This design comes from an exercise in tuning for small area, a short achievable clock period and few clock cycles per item on the open sky130 flow, not from production work. RTL that was checked went through simulation tests only; none was proved equivalent to the original. Power and IR drop assume default switching activity.

==> nickel <==
## yce_block_conv
module yce_block_conv (
    input  wire         clk,
    input  wire         rst,             
    input  wire         in_valid,
    output wire         in_ready,
    input  wire         in_fmt,          
    input  wire         in_chroma,       
    input  wire [511:0] in_data,
    output wire         out_valid,
    input  wire         out_ready,
    output wire         out_chroma,
    output wire [127:0] out_y,
    output wire [63:0]  out_u,
    output wire [63:0]  out_v
);
==> flow/config.mk <==
export PLATFORM = sky130hd
export DESIGN_NAME = yce_block_conv
export DESIGN_NICKNAME = yce_block_conv
export VERILOG_FILES = /design/flow/design.v
export SDC_FILE = /design/flow/constraint.sdc
export NUM_CORES = 4
export LEC_CHECK = 0
export CAP_MARGIN = 20
export CORE_MARGIN = 2
export CORE_UTILIZATION = 40
export SLEW_MARGIN = 20
export SYNTH_HIERARCHICAL = 1
==> flow/constraint.sdc <==
create_clock -name core_clock -period 10.0 [get_ports {clk}]
set_input_delay 2.0000 -clock core_clock [delete_from_list [all_inputs] [get_ports {clk}]]
set_output_delay 2.0000 -clock core_clock [all_outputs]
set_load 0.01 [all_outputs]
run.sh (not shown) runs the stock make flow with config.mk's settings and CLKGATE_MAP_FILE= SYNTH_SCRIPT=/design/flow/synth_recipe.tcl, a recipe that flattens the netlist after the stock synthesis.
==> ember: changes against nickel <==
--- a/flow/design.v
+++ b/flow/design.v
@@ -10,66 +10,44 @@
     input  wire         clk,
     input  wire         rst,             
     input  wire         in_valid,
     output wire         in_ready,
     input  wire         in_fmt,          
     input  wire         in_chroma,       
     input  wire [511:0] in_data,
-    output wire         out_valid,
+    output reg          out_valid,
     input  wire         out_ready,
-    output wire         out_chroma,
-    output wire [127:0] out_y,
-    output wire [63:0]  out_u,
-    output wire [63:0]  out_v
+    output reg          out_chroma,
+    output reg  [127:0] out_y,
+    output reg  [63:0]  out_u,
+    output reg  [63:0]  out_v
 );
     reg         s_valid;                 
     reg         s_ready;                 
-    reg  [1:0]  e_valid;                 
-    reg         wr;                      
-    reg         rd;                      
-    reg         sel0, sel1, selc0, selc1;
-    reg         e0_chroma, e1_chroma;
-    reg         s_chroma;
-    wire deliver = out_valid && out_ready;
-    wire move    = s_valid && !(e_valid[0] && e_valid[1]);
-    wire accept  = in_valid && s_ready;
-    wire [1:0] e_valid_n = (e_valid & ~({1'b0, deliver} << rd))
-                         | ({1'b0, move} << wr);
-    wire       s_valid_n = accept || (s_valid && !move);
-    wire       rd_n      = rd ^ deliver;
-    wire       wr_n      = wr ^ move;
-    wire       e0c_n     = (move && !wr) ? s_chroma : e0_chroma;
-    wire       e1c_n     = (move &&  wr) ? s_chroma : e1_chroma;
+    reg         k_valid;                 
+    wire o_free    = !out_valid || out_ready;    
+    wire accept    = in_valid && s_ready;
+    wire o_valid_n = o_free ? (k_valid || s_valid) : 1'b1;
+    wire k_valid_n = k_valid ? !o_free : (s_valid && !o_free);
+    wire s_valid_n = accept || (s_valid && k_valid);
     always @(posedge clk) begin
         if (rst) begin
-            s_valid <= 1'b0;
-            s_ready <= 1'b1;
-            e_valid <= 2'b00;
-            wr      <= 1'b0;
-            rd      <= 1'b0;
-            sel0    <= 1'b0;
-            sel1    <= 1'b0;
-            selc0   <= 1'b0;
-            selc1   <= 1'b0;
+            s_valid   <= 1'b0;
+            s_ready   <= 1'b1;
+            k_valid   <= 1'b0;
+            out_valid <= 1'b0;
         end else begin
-            s_valid <= s_valid_n;
-            s_ready <= !s_valid_n || !(e_valid_n[0] && e_valid_n[1]);
-            e_valid <= e_valid_n;
-            wr      <= wr_n;
-            rd      <= rd_n;
-            sel0    <= !rd_n;
-            sel1    <=  rd_n;
-            selc0   <= !rd_n && e0c_n;
-            selc1   <=  rd_n && e1c_n;
+            s_valid   <= s_valid_n;
+            s_ready   <= !s_valid_n || !k_valid_n;
+            k_valid   <= k_valid_n;
+            out_valid <= o_valid_n;
         end
-        e0_chroma <= e0c_n;
-        e1_chroma <= e1c_n;
     end
-    assign in_ready  = s_ready;
-    assign out_valid = rd ? e_valid[1] : e_valid[0];
+    assign in_ready = s_ready;
+    reg         s_chroma;
     reg [383:0] s_px;                    
     wire [383:0] in_px;
     genvar n;
     generate
         for (n = 0; n < 16; n = n + 1) begin : g_in
             assign in_px[24*n +: 24] = in_fmt ? in_data[32*n +: 24] : in_data[24*n +: 24];
         end
@@ -565,17 +543,29 @@
                 wire v_o158 = v_s114 ^ v_g150;
                 assign vb = ~{v_o158, v_o157, v_o156, v_o155, v_o154, v_o153, v_o152, v_o151};
                 assign u_bytes[8*(n/2) +: 8] = ub;
                 assign v_bytes[8*(n/2) +: 8] = vb;
             end
         end
     endgenerate
-    reg [255:0] e0, e1;                  
+    wire [63:0] u_res = s_chroma ? u_bytes : 64'd0;
+    wire [63:0] v_res = s_chroma ? v_bytes : 64'd0;
+    reg         k_chroma;
+    reg [127:0] k_y;
+    reg [63:0]  k_u, k_v;
+    always @(posedge clk) begin
+        if (!k_valid) begin
+            k_chroma <= s_chroma;
+            k_y      <= y_bytes;
+            k_u      <= u_res;
+            k_v      <= v_res;
+        end
+    end
     always @(posedge clk) begin
-        if (move && !wr) e0 <= {v_bytes, u_bytes, y_bytes};
-        if (move &&  wr) e1 <= {v_bytes, u_bytes, y_bytes};
+        if (o_free) begin
+            out_chroma <= k_valid ? k_chroma : s_chroma;
+            out_y      <= k_valid ? k_y      : y_bytes;
+            out_u      <= k_valid ? k_u      : u_res;
+            out_v      <= k_valid ? k_v      : v_res;
+        end
     end
-    assign out_chroma = (sel0 & e0_chroma) | (sel1 & e1_chroma);
-    assign out_y = ({128{sel0}} & e0[127:0]) | ({128{sel1}} & e1[127:0]);
-    assign out_u = ({64{selc0}} & e0[191:128]) | ({64{selc1}} & e1[191:128]);
-    assign out_v = ({64{selc0}} & e0[255:192]) | ({64{selc1}} & e1[255:192]);
 endmodule
==> flow/flow/run.sh (new file) <==
#!/bin/bash
# The standard layout (the standard.sh: standard synthesis, floorplan,
# placement, CTS, routing), with timing repair aiming for 6.3 ns of setup
# slack at the design's 10 ns clock, i.e. the period the design can reach,
# instead of only 0 ns. Each tool's output is in standard_flow.log and in
# orfs/logs/.
set -euo pipefail
bash standard.sh SETUP_SLACK_MARGIN=6.3 finish > standard_flow.log 2>&1
==> flow/standard.sh (new file) <==
#!/bin/bash
# synth_recipe.tcl (not shown) runs the flow's synth.tcl, then flattens the netlist and writes it again
# the make line also repeats each setting of config.mk as NAME=value (left out here)
make -C /OpenROAD-flow-scripts/flow DESIGN_CONFIG=/design/flow/config.mk WORK_HOME=/design/flow/orfs CLKGATE_MAP_FILE= SYNTH_SCRIPT=/design/flow/synth_recipe.tcl "${@:-finish}"
removed: flow/run.sh
==> zinc: changes against nickel <==
==> flow/flow/run.sh (new file) <==
#!/bin/bash
# The standard layout (the standard.sh: standard synthesis, floorplan,
# placement, CTS, routing), with timing repair aiming for 6.3 ns of setup
# slack at the design's 10 ns clock, i.e. the period the design can reach,
# instead of only 0 ns. Each tool's output is in standard_flow.log and in
# orfs/logs/.
set -euo pipefail
bash standard.sh SETUP_SLACK_MARGIN=6.3 finish > standard_flow.log 2>&1
==> flow/standard.sh (new file) <==
#!/bin/bash
# synth_recipe.tcl (not shown) runs the flow's synth.tcl, then flattens the netlist and writes it again
# the make line also repeats each setting of config.mk as NAME=value (left out here)
make -C /OpenROAD-flow-scripts/flow DESIGN_CONFIG=/design/flow/config.mk WORK_HOME=/design/flow/orfs CLKGATE_MAP_FILE= SYNTH_SCRIPT=/design/flow/synth_recipe.tcl "${@:-finish}"
removed: flow/run.sh
==> yarrow: changes against nickel <==
--- a/flow/design.v
+++ b/flow/design.v
@@ -10,76 +10,41 @@
     input  wire         clk,
     input  wire         rst,             
     input  wire         in_valid,
     output wire         in_ready,
     input  wire         in_fmt,          
     input  wire         in_chroma,       
     input  wire [511:0] in_data,
-    output wire         out_valid,
+    output reg          out_valid,
     input  wire         out_ready,
-    output wire         out_chroma,
-    output wire [127:0] out_y,
-    output wire [63:0]  out_u,
-    output wire [63:0]  out_v
+    output reg          out_chroma,
+    output reg  [127:0] out_y,
+    output reg  [63:0]  out_u,
+    output reg  [63:0]  out_v
 );
-    reg         s_valid;                 
-    reg         s_ready;                 
-    reg  [1:0]  e_valid;                 
-    reg         wr;                      
-    reg         rd;                      
-    reg         sel0, sel1, selc0, selc1;
-    reg         e0_chroma, e1_chroma;
+    reg         s_valid;
     reg         s_chroma;
-    wire deliver = out_valid && out_ready;
-    wire move    = s_valid && !(e_valid[0] && e_valid[1]);
-    wire accept  = in_valid && s_ready;
-    wire [1:0] e_valid_n = (e_valid & ~({1'b0, deliver} << rd))
-                         | ({1'b0, move} << wr);
-    wire       s_valid_n = accept || (s_valid && !move);
-    wire       rd_n      = rd ^ deliver;
-    wire       wr_n      = wr ^ move;
-    wire       e0c_n     = (move && !wr) ? s_chroma : e0_chroma;
-    wire       e1c_n     = (move &&  wr) ? s_chroma : e1_chroma;
-    always @(posedge clk) begin
-        if (rst) begin
-            s_valid <= 1'b0;
-            s_ready <= 1'b1;
-            e_valid <= 2'b00;
-            wr      <= 1'b0;
-            rd      <= 1'b0;
-            sel0    <= 1'b0;
-            sel1    <= 1'b0;
-            selc0   <= 1'b0;
-            selc1   <= 1'b0;
-        end else begin
-            s_valid <= s_valid_n;
-            s_ready <= !s_valid_n || !(e_valid_n[0] && e_valid_n[1]);
-            e_valid <= e_valid_n;
-            wr      <= wr_n;
-            rd      <= rd_n;
-            sel0    <= !rd_n;
-            sel1    <=  rd_n;
-            selc0   <= !rd_n && e0c_n;
-            selc1   <=  rd_n && e1c_n;
-        end
-        e0_chroma <= e0c_n;
-        e1_chroma <= e1c_n;
-    end
-    assign in_ready  = s_ready;
-    assign out_valid = rd ? e_valid[1] : e_valid[0];
     reg [383:0] s_px;                    
+    wire out_en = !out_valid || out_ready;
+    wire s_en   = !s_valid || out_en;
+    assign in_ready = s_en;
     wire [383:0] in_px;
     genvar n;
     generate
         for (n = 0; n < 16; n = n + 1) begin : g_in
             assign in_px[24*n +: 24] = in_fmt ? in_data[32*n +: 24] : in_data[24*n +: 24];
         end
     endgenerate
     always @(posedge clk) begin
-        if (s_ready) begin
+        if (rst) begin
+            s_valid <= 1'b0;
+        end else if (s_en) begin
+            s_valid <= in_valid;
+        end
+        if (s_en) begin
             s_chroma <= in_chroma;
             s_px     <= in_px;
         end
     end
     wire [127:0] y_bytes;
     wire [63:0]  u_bytes;
     wire [63:0]  v_bytes;
@@ -565,17 +530,21 @@
                 wire v_o158 = v_s114 ^ v_g150;
                 assign vb = ~{v_o158, v_o157, v_o156, v_o155, v_o154, v_o153, v_o152, v_o151};
                 assign u_bytes[8*(n/2) +: 8] = ub;
                 assign v_bytes[8*(n/2) +: 8] = vb;
             end
         end
     endgenerate
-    reg [255:0] e0, e1;                  
     always @(posedge clk) begin
-        if (move && !wr) e0 <= {v_bytes, u_bytes, y_bytes};
-        if (move &&  wr) e1 <= {v_bytes, u_bytes, y_bytes};
+        if (rst) begin
+            out_valid <= 1'b0;
+        end else if (out_en) begin
+            out_valid <= s_valid;
+        end
+        if (out_en) begin
+            out_chroma <= s_chroma;
+            out_y      <= y_bytes;
+            out_u      <= s_chroma ? u_bytes : 64'd0;
+            out_v      <= s_chroma ? v_bytes : 64'd0;
+        end
     end
-    assign out_chroma = (sel0 & e0_chroma) | (sel1 & e1_chroma);
-    assign out_y = ({128{sel0}} & e0[127:0]) | ({128{sel1}} & e1[127:0]);
-    assign out_u = ({64{selc0}} & e0[191:128]) | ({64{selc1}} & e1[191:128]);
-    assign out_v = ({64{selc0}} & e0[255:192]) | ({64{selc1}} & e1[255:192]);
 endmodule
==> flow/flow/run.sh (new file) <==
#!/bin/bash
# The standard layout (the standard.sh: standard synthesis, floorplan,
# placement, CTS, routing), with timing repair aiming for 5.7 ns of setup
# slack at the design's 10 ns clock, i.e. the period the design can reach,
# instead of only 0 ns. Each tool's output is in standard_flow.log and in
# orfs/logs/.
set -euo pipefail
bash standard.sh SETUP_SLACK_MARGIN=5.7 finish > standard_flow.log 2>&1
==> flow/standard.sh (new file) <==
#!/bin/bash
# synth_recipe.tcl (not shown) runs the flow's synth.tcl, then flattens the netlist and writes it again
# the make line also repeats each setting of config.mk as NAME=value (left out here)
make -C /OpenROAD-flow-scripts/flow DESIGN_CONFIG=/design/flow/config.mk WORK_HOME=/design/flow/orfs CLKGATE_MAP_FILE= SYNTH_SCRIPT=/design/flow/synth_recipe.tcl "${@:-finish}"
removed: flow/run.sh
==> comparison table <==
Status: nickel finished clean; yarrow finished clean; zinc finished clean; ember finished clean
Register-to-register path setup slack: nickel 5150 ps; yarrow 5720 ps; zinc 5710 ps; ember 5690 ps
Buffers and inverters on the worst path: nickel 3; yarrow 2; zinc 1; ember 4
Flop+latch power: nickel 7010 uW; yarrow 4620 uW; zinc 6930 uW; ember 6340 uW
Synthesized area per cell: nickel 14.9 um2; yarrow 14.3 um2; zinc 14.9 um2; ember 13.6 um2
Antenna diode count: nickel 22; yarrow 5; zinc 19; ember 17
Final routed wirelength across all metal layers: nickel 213000 um; yarrow 186000 um; zinc 251000 um; ember 231000 um
Routed WL per cell: nickel 26.1 um; yarrow 24.7 um; zinc 28.4 um; ember 25.9 um
TritonCTS Buffers: nickel 108; yarrow 80; zinc 106; ember 105
Shortest period the worst path allows: nickel 5850 ps; yarrow 4480 ps; zinc 4290 ps; ember 4310 ps
Highest-delay cell along the critical path: nickel sky130_fd_sc_hd__buf_4; yarrow sky130_fd_sc_hd__nor2b_4; zinc sky130_fd_sc_hd__fa_1; ember sky130_fd_sc_hd__fa_1
Hold depth: nickel 1; yarrow 2; zinc 1; ember 2
Number of sequential storage elements: nickel 908; yarrow 644; zinc 908; ember 903
Iteration-0 DRC count of the detailed router: nickel 2707; yarrow 2473; zinc 3234; ember 3059
Horiz. Die Dim: nickel 428 um; yarrow 397 um; zinc 428 um; ember 422 um
Number of fill cells in the layout: nickel 15542; yarrow 13312; zinc 14164; ember 14816
Switching Fraction: nickel 40.4%; yarrow 41.4%; zinc 40.9%; ember 42.2%
XOR/XNOR share of the synthesized area: nickel 2.22%; yarrow 1.88%; zinc 2.22%; ember 1.31%
Weighted congestion reported at the end of routability-driven placement: nickel 0.931; yarrow 0.920; zinc 0.926; ember 0.928
Worst setup slack after layout: nickel 4150 ps; yarrow 5520 ps; zinc 5710 ps; ember 5690 ps
Logic depth of the worst path, buffers included: nickel 4; yarrow 4; zinc 11; ember 15
Share of cell area taken by muxes after synthesis: nickel 5.68%; yarrow 7.06%; zinc 5.68%; ember 6.05%
Share of synthesized area occupied by flip-flops and latches: nickel 37.7%; yarrow 31.3%; zinc 37.7%; ember 35.0%
Number of nets in the layout: nickel 7976; yarrow 7725; zinc 8639; ember 8786
Testbench counts of yarrow, summed over its fixed seeds: cycles 6,008, items 6,000.
Only the layout flow was run in nickel, ember and zinc; the RTL was not checked for function there.

re-timing with driven ports:
Ports are ideal in the flow. The routed layouts listed here were re-timed in OpenROAD.
Step 1 (the two cells are an assumption about what drives the block):
set clk [get_ports {clk}]
set_driving_cell -lib_cell sky130_fd_sc_hd__clkbuf_16 $clk
set_driving_cell -lib_cell sky130_fd_sc_hd__buf_2 [delete_from_list [all_inputs] $clk]
Step 2, shift: input delay + t, output delay - t, t = (earliest + latest rising clock arrival at the registers) / 2. This alone moves slack from input paths to output paths.
a / b / c = ideal / step 1 / step 2; a / b = the first two.
| run | t (ns) | setup WS [ns] | pins driven straight from the clock port |
|---|---|---|---|
| nickel | 0.825 | 4.148 / 4.064 / 4.889 | 1 |
| ember | 0.824 | 5.688 / 5.688 / 5.629 | 1 |
| zinc | 0.839 | 5.711 / 5.711 / 5.611 | 1 |
| yarrow | 0.767 | 5.517 / 5.485 / 5.258 | 1 |
After both steps setup and hold are still met in every run listed. The setup slack of yarrow, which loses most, moves by -0.032 ns with the drivers and by -0.259 ns with both steps.
